This design comes from an exercise in tuning for small area, a short achievable clock period and few clock cycles per item on the open sky130 flow, not from production work.
RTL that was checked went through simulation tests only; none was proved equivalent to the original.

==> quartz <==
Design envelope_generator, start of the top module:
module envelope_generator (
    input  wire        clk,
    input  wire        rst,           
    input  wire        cmd_valid,
    output wire        cmd_ready,
    input  wire [1:0]  cmd_op,        
    input  wire [4:0]  cmd_voice,     
    input  wire [3:0]  cmd_ar,        
    input  wire [3:0]  cmd_d1r,       
    input  wire [3:0]  cmd_d2r,       
    input  wire [3:0]  cmd_rr,        
    input  wire [3:0]  cmd_dl,        
    input  wire [3:0]  cmd_krs,       
    input  wire [3:0]  cmd_oct,       
    input  wire        cmd_oct_lsb,   
    output reg         rsp_valid,
    output reg  [9:0]  rsp_level,     
    output reg         rsp_stop       
);
Settings: LEC_CHECK=0, CAP_MARGIN=20, CORE_MARGIN=2, CORE_UTILIZATION=65, CTS_CLUSTER_DIAMETER=100, CTS_CLUSTER_SIZE=26, SLEW_MARGIN=20, SYNTH_MEMORY_MAX_BITS=65536; clock period 15.0 ns.
standard.sh (not shown) runs the stock make flow with config.mk's settings and CLKGATE_MAP_FILE= SYNTH_SCRIPT=/design/flow/synth_recipe.tcl, a recipe that flattens the netlist after the stock synthesis.
==> flow/flow/run.sh <==
#!/bin/bash
# The standard layout (standard.sh), with three changes:
#  1. After the standard synthesis, the combinational logic between the
#     registers is mapped again by Yosys/ABC (yosys.log): the registers keep
#     their names and cells; only the gates between them change.
#  2. The buffers placed on the ports are sky130_fd_sc_hd__buf_2 cells instead of
#     the slow delay buffer the placer picks by default.
#  3. The timing repair after clock tree synthesis and global routing aims for a
#     setup slack margin of 10.9 ns at the design's clock period.
set -euo pipefail
W=$(pwd)
R=$W/orfs/results/$FLOW_PLATFORM/envelope_generator/base
LIB=$FLOW_HOME/platforms/$FLOW_PLATFORM/lib/sky130_fd_sc_hd__tt_025C_1v80.lib
YOSYS=$(command -v yosys || echo $FLOW_HOME/../tools/install/yosys/bin/yosys)
DONT_USE="sky130_fd_sc_hd__lpflow_bleeder_1 sky130_fd_sc_hd__lpflow_clkbufkapwr_1 sky130_fd_sc_hd__lpflow_clkbufkapwr_16 sky130_fd_sc_hd__lpflow_clkbufkapwr_2 sky130_fd_sc_hd__lpflow_clkbufkapwr_4 sky130_fd_sc_hd__lpflow_clkbufkapwr_8 sky130_fd_sc_hd__lpflow_clkinvkapwr_1 sky130_fd_sc_hd__lpflow_clkinvkapwr_16 sky130_fd_sc_hd__lpflow_clkinvkapwr_2 sky130_fd_sc_hd__lpflow_clkinvkapwr_4 sky130_fd_sc_hd__lpflow_clkinvkapwr_8 sky130_fd_sc_hd__lpflow_decapkapwr_12 sky130_fd_sc_hd__lpflow_decapkapwr_3 sky130_fd_sc_hd__lpflow_decapkapwr_4 sky130_fd_sc_hd__lpflow_decapkapwr_6 sky130_fd_sc_hd__lpflow_decapkapwr_8 sky130_fd_sc_hd__lpflow_inputiso0n_1 sky130_fd_sc_hd__lpflow_inputiso0p_1 sky130_fd_sc_hd__lpflow_inputiso1n_1 sky130_fd_sc_hd__lpflow_inputiso1p_1 sky130_fd_sc_hd__lpflow_inputisolatch_1 sky130_fd_sc_hd__lpflow_isobufsrc_1 sky130_fd_sc_hd__lpflow_isobufsrc_16 sky130_fd_sc_hd__lpflow_isobufsrc_2 sky130_fd_sc_hd__lpflow_isobufsrc_4 sky130_fd_sc_hd__lpflow_isobufsrc_8 sky130_fd_sc_hd__lpflow_isobufsrckapwr_16 sky130_fd_sc_hd__lpflow_lsbuf_lh_hl_isowell_tap_1 sky130_fd_sc_hd__lpflow_lsbuf_lh_hl_isowell_tap_2 sky130_fd_sc_hd__lpflow_lsbuf_lh_hl_isowell_tap_4 sky130_fd_sc_hd__lpflow_lsbuf_lh_isowell_4 sky130_fd_sc_hd__lpflow_lsbuf_lh_isowell_tap_1 sky130_fd_sc_hd__lpflow_lsbuf_lh_isowell_tap_2 sky130_fd_sc_hd__lpflow_lsbuf_lh_isowell_tap_4 sky130_fd_sc_hd__probe_p_8 sky130_fd_sc_hd__probec_p_8 "

export BUFFER_PORTS_ARGS="-buffer_cell sky130_fd_sc_hd__buf_2"
export SETUP_SLACK_MARGIN=10.9

# standard synthesis
bash standard.sh synth > standard_synth.log 2>&1

# map the logic between the registers again
cp $R/1_2_yosys.v $W/standard_netlist.v
FF=$(grep -oE "sky130_fd_sc_hd__e?dfxtp_[0-9]+" $W/standard_netlist.v | sort -u | tr '\n' ' ')
DU=""
for c in $DONT_USE; do DU="$DU -dont_use $c"; done
cat > $W/remap.ys <<EOT
read_liberty -ignore_miss_func $LIB
read_verilog $W/standard_netlist.v
hierarchy -top $FLOW_TOP
blackbox $FF
flatten
opt -purge
abc -liberty $LIB $DU -D 4000
opt_clean -purge
stat -liberty $LIB
write_verilog -noattr $W/remapped.v
EOT
$YOSYS -s $W/remap.ys > $W/yosys.log 2>&1
cp $W/remapped.v $R/1_2_yosys.v
rm -f $R/1_synth.odb $R/1_synth.sdc

# the rest of the standard layout
bash standard.sh > standard_flow.log 2>&1
==> tundra (differences from quartz) <==
--- a/flow/design.v
+++ b/flow/design.v
@@ -137,16 +137,88 @@
             18'd17,
             18'd0,
             18'd0,
             18'd0,
             18'd0
         };
     assign data = TABLE[addr*18 +: 18];
 endmodule
+module decay_step_neg_rom (
+    input  wire [5:0]  addr,
+    output wire [26:0] data
+);
+    localparam [64*27-1:0] TABLE = {
+            27'd133996468,
+            27'd133996468,
+            27'd133996468,
+            27'd134009483,
+            27'd134031404,
+            27'd134054336,
+            27'd134079800,
+            27'd134103529,
+            27'd134115608,
+            27'd134127724,
+            27'd134142406,
+            27'd134155981,
+            27'd134161831,
+            27'd134167867,
+            27'd134175076,
+            27'd134182793,
+            27'd134187384,
+            27'd134191698,
+            27'd134196054,
+            27'd134200261,
+            27'd134202513,
+            27'd134204649,
+            27'd134206836,
+            27'd134208987,
+            27'd134210099,
+            27'd134211189,
+            27'd134212271,
+            27'd134213360,
+            27'd134213908,
+            27'd134214454,
+            27'd134214999,
+            27'd134215544,
+            27'd134215818,
+            27'd134216091,
+            27'd134216364,
+            27'd134216636,
+            27'd134216773,
+            27'd134216909,
+            27'd134217046,
+            27'd134217182,
+            27'd134217251,
+            27'd134217319,
+            27'd134217387,
+            27'd134217455,
+            27'd134217490,
+            27'd134217524,
+            27'd134217558,
+            27'd134217592,
+            27'd134217609,
+            27'd134217626,
+            27'd134217643,
+            27'd134217660,
+            27'd134217669,
+            27'd134217677,
+            27'd134217686,
+            27'd134217694,
+            27'd134217699,
+            27'd134217703,
+            27'd134217707,
+            27'd134217711,
+            27'd0,
+            27'd0,
+            27'd0,
+            27'd0
+        };
+    assign data = TABLE[addr*27 +: 27];
+endmodule
 module envelope_generator (
     input  wire        clk,
     input  wire        rst,           
     input  wire        cmd_valid,
     output wire        cmd_ready,
     input  wire [1:0]  cmd_op,        
     input  wire [4:0]  cmd_voice,     
     input  wire [3:0]  cmd_ar,        
@@ -206,36 +278,37 @@
     reg          rdy_o;               
     assign cmd_ready = rdy_o;
     wire xfer = cmd_valid && rdy_o;
     wire [1:0]  ir_op    = ir[32:31];
     wire [4:0]  ir_voice = ir[30:26];
     wire [25:0] ir_rates = ir[25:0];      
     wire        ir_tick  = (ir_op == OP_TICK);
     reg [4:0] h_nv, t_nv;
-    reg [4:0] h_cnt, t_cnt;           
-    reg [4:0] h_end, t_end;           
-    reg  h_on, t_on;                  
+    reg [4:0] h_end, t_end;
+    reg  h_on, t_on;
+    reg  h_full, t_full;
     wire proc = h_on && (h_nv == vc);      
-    wire [4:0] tl_cnt = t_on ? t_cnt : h_cnt;
-    wire [4:0] tl_end = t_on ? t_end : h_end;
-    wire can_extend = (tl_cnt != 5'd0) && (tl_cnt != 5'd28) && (tl_end == ir_voice);
+    wire [4:0] tl_nv   = t_on ? t_nv   : h_nv;
+    wire [4:0] tl_end  = t_on ? t_end  : h_end;
+    wire       tl_full = t_on ? t_full : h_full;
+    wire can_extend = h_on && !tl_full && (tl_end == ir_voice);
     wire tick_ok = can_extend || !t_on;
     reg         cb_v     [0:NCB-1];
     reg  [1:0]  cb_w     [0:NCB-1];    
     reg         cb_ts    [0:NCB-1];    
     reg  [4:0]  cb_voice [0:NCB-1];
     reg         cb_hr    [0:NCB-1];    
     reg  [1:0]  cb_env   [0:NCB-1];    
     reg  [25:0] cb_rates [0:NCB-1];
     reg         cb_ap    [0:NCB-1];    
-    function automatic in_run(input [4:0] nv, input [4:0] e, input [4:0] cnt, input [4:0] v);
+    function automatic in_run(input [4:0] nv, input [4:0] e, input on, input full, input [4:0] v);
         begin
-            if (cnt == 5'd0)       in_run = 1'b0;
-            else if (cnt == 5'd28) in_run = 1'b1;
+            if (!on)               in_run = 1'b0;
+            else if (full)         in_run = 1'b1;
             else if (nv < e)       in_run = (v >= nv) && (v < e);
             else                   in_run = (v >= nv) || (v < e);
         end
     endfunction
     reg          m_any, f_any;
     reg [NCB-1:0] m_hit, f_sel, v_hit, c_hit;
     reg          a_any, a_hr;
     reg [1:0]    a_env;
@@ -260,33 +333,33 @@
                 a_any   = 1'b1;
                 a_hr    = cb_hr[i];
                 a_env   = cb_env[i];
                 a_rates = cb_rates[i];
             end
         end
     end
     wire [4:0] vcn = inc28(vc);         
-    wire ir_in_h = in_run(h_nv, h_end, h_cnt, ir_voice);
-    wire ir_in_t = in_run(t_nv, t_end, t_cnt, ir_voice);
+    wire ir_in_h = in_run(h_nv, h_end, h_on, h_full, ir_voice);
+    wire ir_in_t = in_run(t_nv, t_end, t_on, t_full, ir_voice);
     wire [1:0] ir_pend = {1'b0, ir_in_h} + {1'b0, ir_in_t};    
     wire cfg_ok = (ir_voice != vc) && (m_any || f_any);
     wire disp = ir_v && (ir_tick ? tick_ok : cfg_ok);
     wire disp_tick = disp && ir_tick;
     wire disp_cfg  = disp && !ir_tick;
     wire [4:0] ir_end1 = inc28(ir_voice);
     wire t_free_next = disp_tick ? (can_extend && !t_on) : !t_on;
     reg  [1:0] n_free;
     always @(*) begin
         n_free = 2'd0;
         for (i = 0; i < NCB; i = i + 1)
             n_free = n_free + {1'b0, !cb_v[i] || cb_ap[i]};
     end
     wire cb_free_next = (n_free == 2'd2) || (n_free == 2'd1 && !disp_cfg);
-    wire run_room = disp_tick ? (tl_cnt <= 5'd26) : (tl_cnt != 5'd0 && tl_cnt != 5'd28);
+    wire run_room = disp_tick ? (!h_on || (!tl_full && inc28(tl_end) != tl_nv)) : (h_on && !tl_full);
     wire [4:0] run_end = disp_tick ? ir_end1 : tl_end;
     wire in_sure = (cmd_op == OP_TICK) ? (t_free_next || (run_room && cmd_voice == run_end))
                                        : (cb_free_next && cmd_voice != vcn);
     wire ir_sure = ir_tick ? (t_free_next || (run_room && ir_voice == run_end))
                            : (cb_free_next && ir_voice != vcn);
     always @(posedge clk) begin
         if (rst) begin
             ir_v  <= 1'b0;
@@ -305,56 +378,55 @@
             rdy_o <= 1'b1;
         end
         if (rdy) ir <= cmd_in;
     end
     wire ext   = disp_tick && can_extend;
     wire ext_h = ext && !t_on;                   
     wire ext_t = ext && t_on;                    
     wire nrun  = disp_tick && !can_extend;       
-    wire h_out = !h_on || (proc && h_cnt == 5'd1 && !ext_h);    
     wire [4:0] h_nv1  = inc28(h_nv);
     wire [4:0] h_end1 = inc28(h_end);
     wire [4:0] t_end1 = inc28(t_end);
     wire [4:0] v_end1 = inc28(ir_voice);
+    wire h_out = !h_on || (proc && !h_full && h_nv1 == h_end && !ext_h);    
     always @(posedge clk) begin
         if (h_out) begin
             h_on <= t_on || nrun;
             t_on <= 1'b0;
             if (t_on) begin
-                h_nv  <= t_nv;
-                h_cnt <= ext_t ? t_cnt + 5'd1 : t_cnt;
-                h_end <= ext_t ? t_end1 : t_end;
+                h_nv   <= t_nv;
+                h_end  <= ext_t ? t_end1 : t_end;
+                h_full <= ext_t ? (t_end1 == t_nv) : t_full;
             end else begin
-                h_nv  <= ir_voice;
-                h_cnt <= nrun ? 5'd1 : 5'd0;
-                h_end <= v_end1;
+                h_nv   <= ir_voice;
+                h_end  <= v_end1;
+                h_full <= 1'b0;
             end
-            t_cnt <= 5'd0;
         end else begin
-            h_on <= 1'b1;
-            if (nrun) t_on <= 1'b1;
-            if (proc) h_nv <= h_nv1;
-            if (proc && !ext_h) h_cnt <= h_cnt - 5'd1;
-            else if (!proc && ext_h) h_cnt <= h_cnt + 5'd1;
+            if (proc) begin
+                h_nv   <= h_nv1;
+                h_full <= 1'b0;
+            end else if (ext_h) begin
+                h_full <= (h_end1 == h_nv);
+            end
             if (ext_h) h_end <= h_end1;
             if (ext_t) begin
-                t_cnt <= t_cnt + 5'd1;
-                t_end <= t_end1;
+                t_end  <= t_end1;
+                t_full <= (t_end1 == t_nv);
             end else if (nrun) begin
-                t_nv  <= ir_voice;
-                t_cnt <= 5'd1;
-                t_end <= v_end1;
+                t_on   <= 1'b1;
+                t_nv   <= ir_voice;
+                t_end  <= v_end1;
+                t_full <= 1'b0;
             end
         end
         if (rst) begin
-            h_cnt <= 5'd0;
-            t_cnt <= 5'd0;
-            h_on  <= 1'b0;
-            t_on  <= 1'b0;
+            h_on <= 1'b0;
+            t_on <= 1'b0;
         end
     end
     always @(posedge clk) begin
         for (i = 0; i < NCB; i = i + 1) begin
             if (c_hit[i] && proc && cb_w[i] != 2'd0)
                 cb_w[i] <= cb_w[i] - 2'd1;
             cb_ap[i] <= (cb_voice[i] == vcn) && (cb_w[i] == 2'd0);
             if (disp_tick && v_hit[i]) cb_ts[i] <= 1'b1;
@@ -403,23 +475,23 @@
                        (st1 == DECAY2) ? p1[17:14] : p1[13:10];
     wire [5:0] krv1 = p1[9:4];
     wire [6:0] sum1 = {1'b0, code1, 2'b00} + {1'b0, krv1};    
     wire [5:0] idx1 = (code1 == 4'd0)  ? 6'd0  :
                       (code1 == 4'd15) ? 6'd63 :
                       (sum1 < 7'd16)   ? 6'd0  :
                       (sum1 > 7'd79)   ? 6'd63 : sum1[5:0] - 6'd16;
     wire [26:0] a_step;
-    wire [17:0] d_step;
-    attack_step_rom u_ar (.addr(idx2), .data(a_step));
-    decay_step_rom  u_dr (.addr(idx2), .data(d_step));
-    wire [26:0] step2 = !t2 ? 27'd0 : (p2[53:52] == ATTACK) ? a_step : ~{9'd0, d_step};
+    wire [26:0] d_nstep;
+    attack_step_rom    u_ar (.addr(idx2), .data(a_step));
+    decay_step_neg_rom u_dr (.addr(idx2), .data(d_nstep));
+    wire [26:0] step2 = !t2 ? 27'd0 : (p2[53:52] == ATTACK) ? a_step : d_nstep;
     wire [1:0]  st3  = p3[53:52];
     wire [25:0] vol3 = p3[51:26];
-    wire [26:0] r3   = {1'b0, vol3} + step3 + {26'd0, t3 && st3 != ATTACK};
+    wire [26:0] r3   = {1'b0, vol3} + step3;
     wire [1:0]  st4  = p4[53:52];
     wire [25:0] r4   = p4[51:26];
     wire [3:0]  thr4 = ~p4[3:0];                         
     reg  [1:0]  nst4;
     reg  [25:0] nvol4;
     reg         stop4;
     always @(*) begin
         nst4  = st4;
CTS_CLUSTER_SIZE = 20   (was 26)
==> zinc (differences from quartz) <==
CORE_UTILIZATION = 75   (was 65)
CTS_CLUSTER_DIAMETER = 80   (was 100)
CTS_CLUSTER_SIZE = 28   (was 26)
==> yarrow (differences from quartz) <==
--- a/flow/design.v
+++ b/flow/design.v
@@ -179,24 +179,25 @@
     function automatic [4:0] dist28(input [4:0] a, input [4:0] b);
         reg [5:0] d;
         begin
             d = {1'b0, b} - {1'b0, a};
             dist28 = d[5] ? d[4:0] + 5'd28 : d[4:0];
         end
     endfunction
     reg [4:0] vc;           
-    reg       sweeping;     
+    reg [4:0] sweep;        
+    wire      sweeping = (sweep != 5'd0);
     always @(posedge clk) begin
         if (rst) begin
-            vc       <= 5'd25;    
-            sweeping <= 1'b1;
+            vc    <= 5'd25;       
+            sweep <= 5'd28;
         end else begin
             vc <= inc28(vc);
-            if (vc == 5'd24) sweeping <= 1'b0;
+            if (sweeping) sweep <= sweep - 5'd1;
         end
     end
     wire [3:0] oct_m1 = cmd_oct - 4'd1;
     wire [5:0] ks     = {{2{oct_m1[3]}}, oct_m1} + {2'b0, cmd_krs};       
     wire [5:0] krv_in = (cmd_krs == 4'd15) ? 6'd16 : {ks[4:0], cmd_oct_lsb} + 6'd16;
     localparam CW = 33;
     wire [CW-1:0] cmd_in = {cmd_op, cmd_voice, cmd_ar, cmd_d1r, cmd_d2r, cmd_rr,
                             krv_in, cmd_dl};
@@ -222,45 +223,51 @@
     reg         cb_v     [0:NCB-1];
     reg  [1:0]  cb_w     [0:NCB-1];    
     reg         cb_ts    [0:NCB-1];    
     reg  [4:0]  cb_voice [0:NCB-1];
     reg         cb_hr    [0:NCB-1];    
     reg  [1:0]  cb_env   [0:NCB-1];    
     reg  [25:0] cb_rates [0:NCB-1];
     reg         cb_ap    [0:NCB-1];    
+    reg         cb_la    [0:NCB-1];    
     function automatic in_run(input [4:0] nv, input [4:0] e, input [4:0] cnt, input [4:0] v);
         begin
             if (cnt == 5'd0)       in_run = 1'b0;
             else if (cnt == 5'd28) in_run = 1'b1;
             else if (nv < e)       in_run = (v >= nv) && (v < e);
             else                   in_run = (v >= nv) || (v < e);
         end
     endfunction
     reg          m_any, f_any;
     reg [NCB-1:0] m_hit, f_sel, v_hit, c_hit;
-    reg          a_any, a_hr;
+    reg          a_any, a_hr, l_any, l_idx;
     reg [1:0]    a_env;
     reg [25:0]   a_rates;
     integer i;
     always @(*) begin
         m_any = 1'b0; m_hit = {NCB{1'b0}};
         f_any = 1'b0; f_sel = {NCB{1'b0}};
         a_any = 1'b0; a_hr = 1'b0; a_env = 2'b00; a_rates = 26'd0;
+        l_any = 1'b0; l_idx = 1'b0;
         for (i = 0; i < NCB; i = i + 1) begin
             v_hit[i] = cb_v[i] && (cb_voice[i] == ir_voice);
             c_hit[i] = cb_v[i] && (cb_voice[i] == vc);
-            if (v_hit[i] && !cb_ts[i]) begin
+            if (v_hit[i] && !cb_ts[i] && !cb_la[i]) begin
                 m_hit[i] = 1'b1;
                 m_any    = 1'b1;
             end
             if (!cb_v[i] && !f_any) begin
                 f_sel[i] = 1'b1;
                 f_any    = 1'b1;
             end
+            if (c_hit[i] && cb_w[i] == 2'd1) begin
+                l_any = 1'b1;
+                l_idx = i;
+            end
             if (cb_v[i] && cb_ap[i]) begin
                 a_any   = 1'b1;
                 a_hr    = cb_hr[i];
                 a_env   = cb_env[i];
                 a_rates = cb_rates[i];
             end
         end
     end
@@ -273,17 +280,17 @@
     wire disp_tick = disp && ir_tick;
     wire disp_cfg  = disp && !ir_tick;
     wire [4:0] ir_end1 = inc28(ir_voice);
     wire t_free_next = disp_tick ? (can_extend && !t_on) : !t_on;
     reg  [1:0] n_free;
     always @(*) begin
         n_free = 2'd0;
         for (i = 0; i < NCB; i = i + 1)
-            n_free = n_free + {1'b0, !cb_v[i] || cb_ap[i]};
+            n_free = n_free + {1'b0, !cb_v[i] || cb_ap[i] || (t4 && lt4 && li4 == i)};
     end
     wire cb_free_next = (n_free == 2'd2) || (n_free == 2'd1 && !disp_cfg);
     wire run_room = disp_tick ? (tl_cnt <= 5'd26) : (tl_cnt != 5'd0 && tl_cnt != 5'd28);
     wire [4:0] run_end = disp_tick ? ir_end1 : tl_end;
     wire in_sure = (cmd_op == OP_TICK) ? (t_free_next || (run_room && cmd_voice == run_end))
                                        : (cb_free_next && cmd_voice != vcn);
     wire ir_sure = ir_tick ? (t_free_next || (run_room && ir_voice == run_end))
                            : (cb_free_next && ir_voice != vcn);
@@ -351,21 +358,24 @@
             h_on  <= 1'b0;
             t_on  <= 1'b0;
         end
     end
     always @(posedge clk) begin
         for (i = 0; i < NCB; i = i + 1) begin
             if (c_hit[i] && proc && cb_w[i] != 2'd0)
                 cb_w[i] <= cb_w[i] - 2'd1;
+            if (c_hit[i] && proc && cb_w[i] == 2'd1)
+                cb_la[i] <= 1'b1;
             cb_ap[i] <= (cb_voice[i] == vcn) && (cb_w[i] == 2'd0);
             if (disp_tick && v_hit[i]) cb_ts[i] <= 1'b1;
             if (disp_cfg && (m_any ? m_hit[i] : f_sel[i])) begin
                 if (!m_any) begin
                     cb_w[i]     <= ir_pend;
+                    cb_la[i]    <= 1'b0;
                     cb_ts[i]    <= 1'b0;
                     cb_voice[i] <= ir_voice;
                     cb_ap[i]    <= (ir_voice == vcn) && (ir_pend == 2'd0);
                 end
                 if (ir_op != OP_KEYOFF) begin
                     cb_hr[i]    <= 1'b1;
                     cb_rates[i] <= ir_rates;
                 end else if (!m_any) begin
@@ -378,27 +388,35 @@
                 endcase
             end
             if (rst)
                 cb_v[i] <= 1'b0;
             else if (disp_cfg && !m_any && f_sel[i])
                 cb_v[i] <= 1'b1;
             else if (cb_v[i] && cb_ap[i])
                 cb_v[i] <= 1'b0;                         
+            else if (t4 && lt4 && li4 == i)
+                cb_v[i] <= 1'b0;                         
         end
     end
     reg [W-1:0] p0, p1, p2, p3, p4;
     reg [W-1:0] sh [5:27];
     reg         t1, t2, t3, t4;
+    reg         lt1, lt2, lt3, lt4;      
+    reg         li1, li2, li3, li4;      
     reg [5:0]   idx2;
     reg [26:0]  step3;
     reg         c4;                  
     wire        new_rates = a_any && a_hr;
     wire        zero_vol  = sweeping || (a_any && a_env[0]);
     wire        to_rel    = a_any && a_env[1];
+    wire        l_hr    = cb_hr[li4];
+    wire [1:0]  l_env   = cb_env[li4];
+    wire [25:0] l_rates = cb_rates[li4];
+    wire        lat4    = t4 && lt4;
     wire [W-1:0] eff = {to_rel ? RELEASE : zero_vol ? ATTACK : p0[53:52],
                         zero_vol ? 26'd0 : p0[51:26],
                         new_rates ? a_rates : sweeping ? 26'd0 : p0[25:0]};
     wire [1:0] st1 = p1[53:52];
     wire [3:0] code1 = (st1 == ATTACK) ? p1[25:22] :
                        (st1 == DECAY1) ? p1[21:18] :
                        (st1 == DECAY2) ? p1[17:14] : p1[13:10];
     wire [5:0] krv1 = p1[9:4];
@@ -441,17 +459,27 @@
     always @(posedge clk) begin
         p1    <= eff;
         p2    <= p1;
         idx2  <= idx1;
         p3    <= p2;
         step3 <= step2;
         p4    <= {st3, r3[25:0], p3[25:0]};
         c4    <= r3[26];
-        sh[5] <= {nst4, nvol4, p4[25:0]};
+        sh[5] <= {(lat4 && l_env[1]) ? RELEASE : (lat4 && l_env[0]) ? ATTACK : nst4,
+                  (lat4 && l_env[0]) ? 26'd0 : nvol4,
+                  (lat4 && l_hr) ? l_rates : p4[25:0]};
+        lt1   <= l_any;
+        li1   <= l_idx;
+        lt2   <= lt1;
+        li2   <= li1;
+        lt3   <= lt2;
+        li3   <= li2;
+        lt4   <= lt3;
+        li4   <= li3;
         for (k = 6; k <= 27; k = k + 1) sh[k] <= sh[k-1];
         p0    <= sh[27];
         if (rst) begin
             t1 <= 1'b0;
             t2 <= 1'b0;
             t3 <= 1'b0;
             t4 <= 1'b0;
             rsp_valid <= 1'b0;
--- a/flow/flow/run.sh
+++ b/flow/flow/run.sh
@@ -1,26 +1,26 @@
 #!/bin/bash
 # The standard layout (standard.sh), with three changes:
 #  1. After the standard synthesis, the combinational logic between the
 #     registers is mapped again by Yosys/ABC (yosys.log): the registers keep
 #     their names and cells; only the gates between them change.
 #  2. The buffers placed on the ports are sky130_fd_sc_hd__buf_2 cells instead of
 #     the slow delay buffer the placer picks by default.
 #  3. The timing repair after clock tree synthesis and global routing aims for a
-#     setup slack margin of 10.9 ns at the design's clock period.
+#     setup slack margin of 11 ns at the design's clock period.
 set -euo pipefail
 W=$(pwd)
 R=$W/orfs/results/$FLOW_PLATFORM/envelope_generator/base
 LIB=$FLOW_HOME/platforms/$FLOW_PLATFORM/lib/sky130_fd_sc_hd__tt_025C_1v80.lib
 YOSYS=$(command -v yosys || echo $FLOW_HOME/../tools/install/yosys/bin/yosys)
 DONT_USE="sky130_fd_sc_hd__lpflow_bleeder_1 sky130_fd_sc_hd__lpflow_clkbufkapwr_1 sky130_fd_sc_hd__lpflow_clkbufkapwr_16 sky130_fd_sc_hd__lpflow_clkbufkapwr_2 sky130_fd_sc_hd__lpflow_clkbufkapwr_4 sky130_fd_sc_hd__lpflow_clkbufkapwr_8 sky130_fd_sc_hd__lpflow_clkinvkapwr_1 sky130_fd_sc_hd__lpflow_clkinvkapwr_16 sky130_fd_sc_hd__lpflow_clkinvkapwr_2 sky130_fd_sc_hd__lpflow_clkinvkapwr_4 sky130_fd_sc_hd__lpflow_clkinvkapwr_8 sky130_fd_sc_hd__lpflow_decapkapwr_12 sky130_fd_sc_hd__lpflow_decapkapwr_3 sky130_fd_sc_hd__lpflow_decapkapwr_4 sky130_fd_sc_hd__lpflow_decapkapwr_6 sky130_fd_sc_hd__lpflow_decapkapwr_8 sky130_fd_sc_hd__lpflow_inputiso0n_1 sky130_fd_sc_hd__lpflow_inputiso0p_1 sky130_fd_sc_hd__lpflow_inputiso1n_1 sky130_fd_sc_hd__lpflow_inputiso1p_1 sky130_fd_sc_hd__lpflow_inputisolatch_1 sky130_fd_sc_hd__lpflow_isobufsrc_1 sky130_fd_sc_hd__lpflow_isobufsrc_16 sky130_fd_sc_hd__lpflow_isobufsrc_2 sky130_fd_sc_hd__lpflow_isobufsrc_4 sky130_fd_sc_hd__lpflow_isobufsrc_8 sky130_fd_sc_hd__lpflow_isobufsrckapwr_16 sky130_fd_sc_hd__lpflow_lsbuf_lh_hl_isowell_tap_1 sky130_fd_sc_hd__lpflow_lsbuf_lh_hl_isowell_tap_2 sky130_fd_sc_hd__lpflow_lsbuf_lh_hl_isowell_tap_4 sky130_fd_sc_hd__lpflow_lsbuf_lh_isowell_4 sky130_fd_sc_hd__lpflow_lsbuf_lh_isowell_tap_1 sky130_fd_sc_hd__lpflow_lsbuf_lh_isowell_tap_2 sky130_fd_sc_hd__lpflow_lsbuf_lh_isowell_tap_4 sky130_fd_sc_hd__probe_p_8 sky130_fd_sc_hd__probec_p_8 "
 
 export BUFFER_PORTS_ARGS="-buffer_cell sky130_fd_sc_hd__buf_2"
-export SETUP_SLACK_MARGIN=10.9
+export SETUP_SLACK_MARGIN=11
 
 # standard synthesis
 bash standard.sh synth > standard_synth.log 2>&1
 
 # map the logic between the registers again
 cp $R/1_2_yosys.v $W/standard_netlist.v
 FF=$(grep -oE "sky130_fd_sc_hd__e?dfxtp_[0-9]+" $W/standard_netlist.v | sort -u | tr '\n' ' ')
 DU=""
==> out/metrics.cfg <==
[finish]
instances_no_fill=3815
multiInputGateArea_sq_um=6815
multi_input_area_share_pct=14.86
layout_common_cells=dfxtp_1, nand2_1, nor2_1

[power_and_ir_drop]
p_seq_share_pct=65.6
p_sw_share_pct=21.28

[timing]
period_share_pct=27.95

[clock_tree]
post_cts_buffers=10

[global_route]
grtUsageTotal_pct=41.01

[die]
num_rows=86
die_y_microns=240.9

[placed_design]
placed_cells=3699
dp_hpwl_microns=67250

[route]
totalWireLength_microns=117400
wl_met1_microns=38950

[outcome]
status=no timing/DRC/antenna violations

[synth]
synth_cells=2878

[worst_setup_path]
worstPathArrival_ns=1.19

the above is filed under zinc

==> out/metrics.cfg <==
[outcome]
status=no timing/DRC/antenna violations

[synth]
synth_cells=3034

[die]
num_rows=94
die_y_microns=262.1

[route]
totalWireLength_microns=83690
wl_met1_microns=36040

[finish]
multiInputGateArea_sq_um=7511
layout_common_cells=dfxtp_1, nor2_1, nand2_1
instances_no_fill=4086

[timing]
period_share_pct=27.55

[global_route]
grtUsageTotal_pct=24.37

[power_and_ir_drop]
p_seq_share_pct=65.9
p_sw_share_pct=20.33

[placed_design]
placed_cells=3969
dp_hpwl_microns=51050

the above is filed under yarrow

==> out/metrics.cfg <==
[outcome]
status=no timing/DRC/antenna violations

[worst_setup_path]
worstPathArrival_ns=1.17
worstRegToRegCells=13

[timing]
period_share_pct=27.78

[power_and_ir_drop]
p_seq_share_pct=62.8

[finish]
multi_input_area_share_pct=15.23
instances_no_fill=3957

[route]
totalWireLength_microns=96930
wl_met1_microns=39850

[synth]
synth_cells=2898

[die]
num_rows=93
die_y_microns=258.8

[global_route]
grt-busiest-layer=met2

[placed_design]
dp_hpwl_microns=54800
placed_cells=3830

[run]
cap_viol_max_count=0

the above is filed under tundra

==> out/metrics.cfg <==
[outcome]
status=no timing/DRC/antenna violations

[global_route]
grtUsageTotal_pct=26.93

[power_and_ir_drop]
p_sw_share_pct=20.79
p_seq_share_pct=65.5

[timing]
period_share_pct=27.73
setup_viol=0
final_max_slew_viol_count=0

[synth]
syn-mean-instance-area_sq_um=14.63
synth_cells=2878

[clock_tree]
post_cts_buffers=13

[finish]
instances_no_fill=3925
multiInputGateArea_sq_um=6774
multi_input_area_share_pct=14.69
layout_common_cells=dfxtp_1, nand2_1, nor2_1

[placed_design]
placed_cells=3810
dp_hpwl_microns=53470

[die]
die_y_microns=258.5

[worst_setup_path]
worstPathArrival_ns=1.16
ff2ff_setup_slack_ns=11.03
critPathLaunch=rsp_valid

[route]
totalWireLength_microns=89940
wl_met1_microns=37790

the above is filed under quartz

Testbench counts of tundra, summed over its fixed seeds: cycles 46,656, cmds 45,850.
The RTL of quartz, zinc and yarrow was laid out without a check of its function.

[static timing again, ports no longer ideal]
The results above use ideal ports. As a check the final layouts listed here were re-extracted and re-timed, cells and wires unchanged.
Step 1 sets driving cells, clkbuf_16 on the clock port and buf_2 on the other inputs (assumed; they add their load-dependent delay and slew).
Step 2 also shifts input and output timing later by t, the mid clock arrival at the registers, as if the neighbouring blocks saw the same clock.
a / b / c = no drivers / after step 1 / after step 2; a / b = the first two.
| run | shift t [ns] | setup slack, ns | worst register clock-pin slew, ns | worst data-port slew with drivers (ns) |
|---|---|---|---|---|
| quartz | 0.718 | 10.840 / 10.775 / 10.523 | 0.11 / 0.11 | 0.07 |
| tundra | 0.729 | 10.834 / 10.768 / 10.228 | 0.10 / 0.10 | 0.05 |
| zinc | 0.734 | 10.808 / 10.741 / 10.296 | 0.12 / 0.12 | 0.06 |
| yarrow | 0.719 | 10.868 / 10.803 / 10.574 | 0.10 / 0.10 | 0.05 |
After both steps setup and hold are still met in every run listed. The setup slack of tundra, which loses most, moves by -0.066 ns with the drivers and by -0.606 ns with both steps.
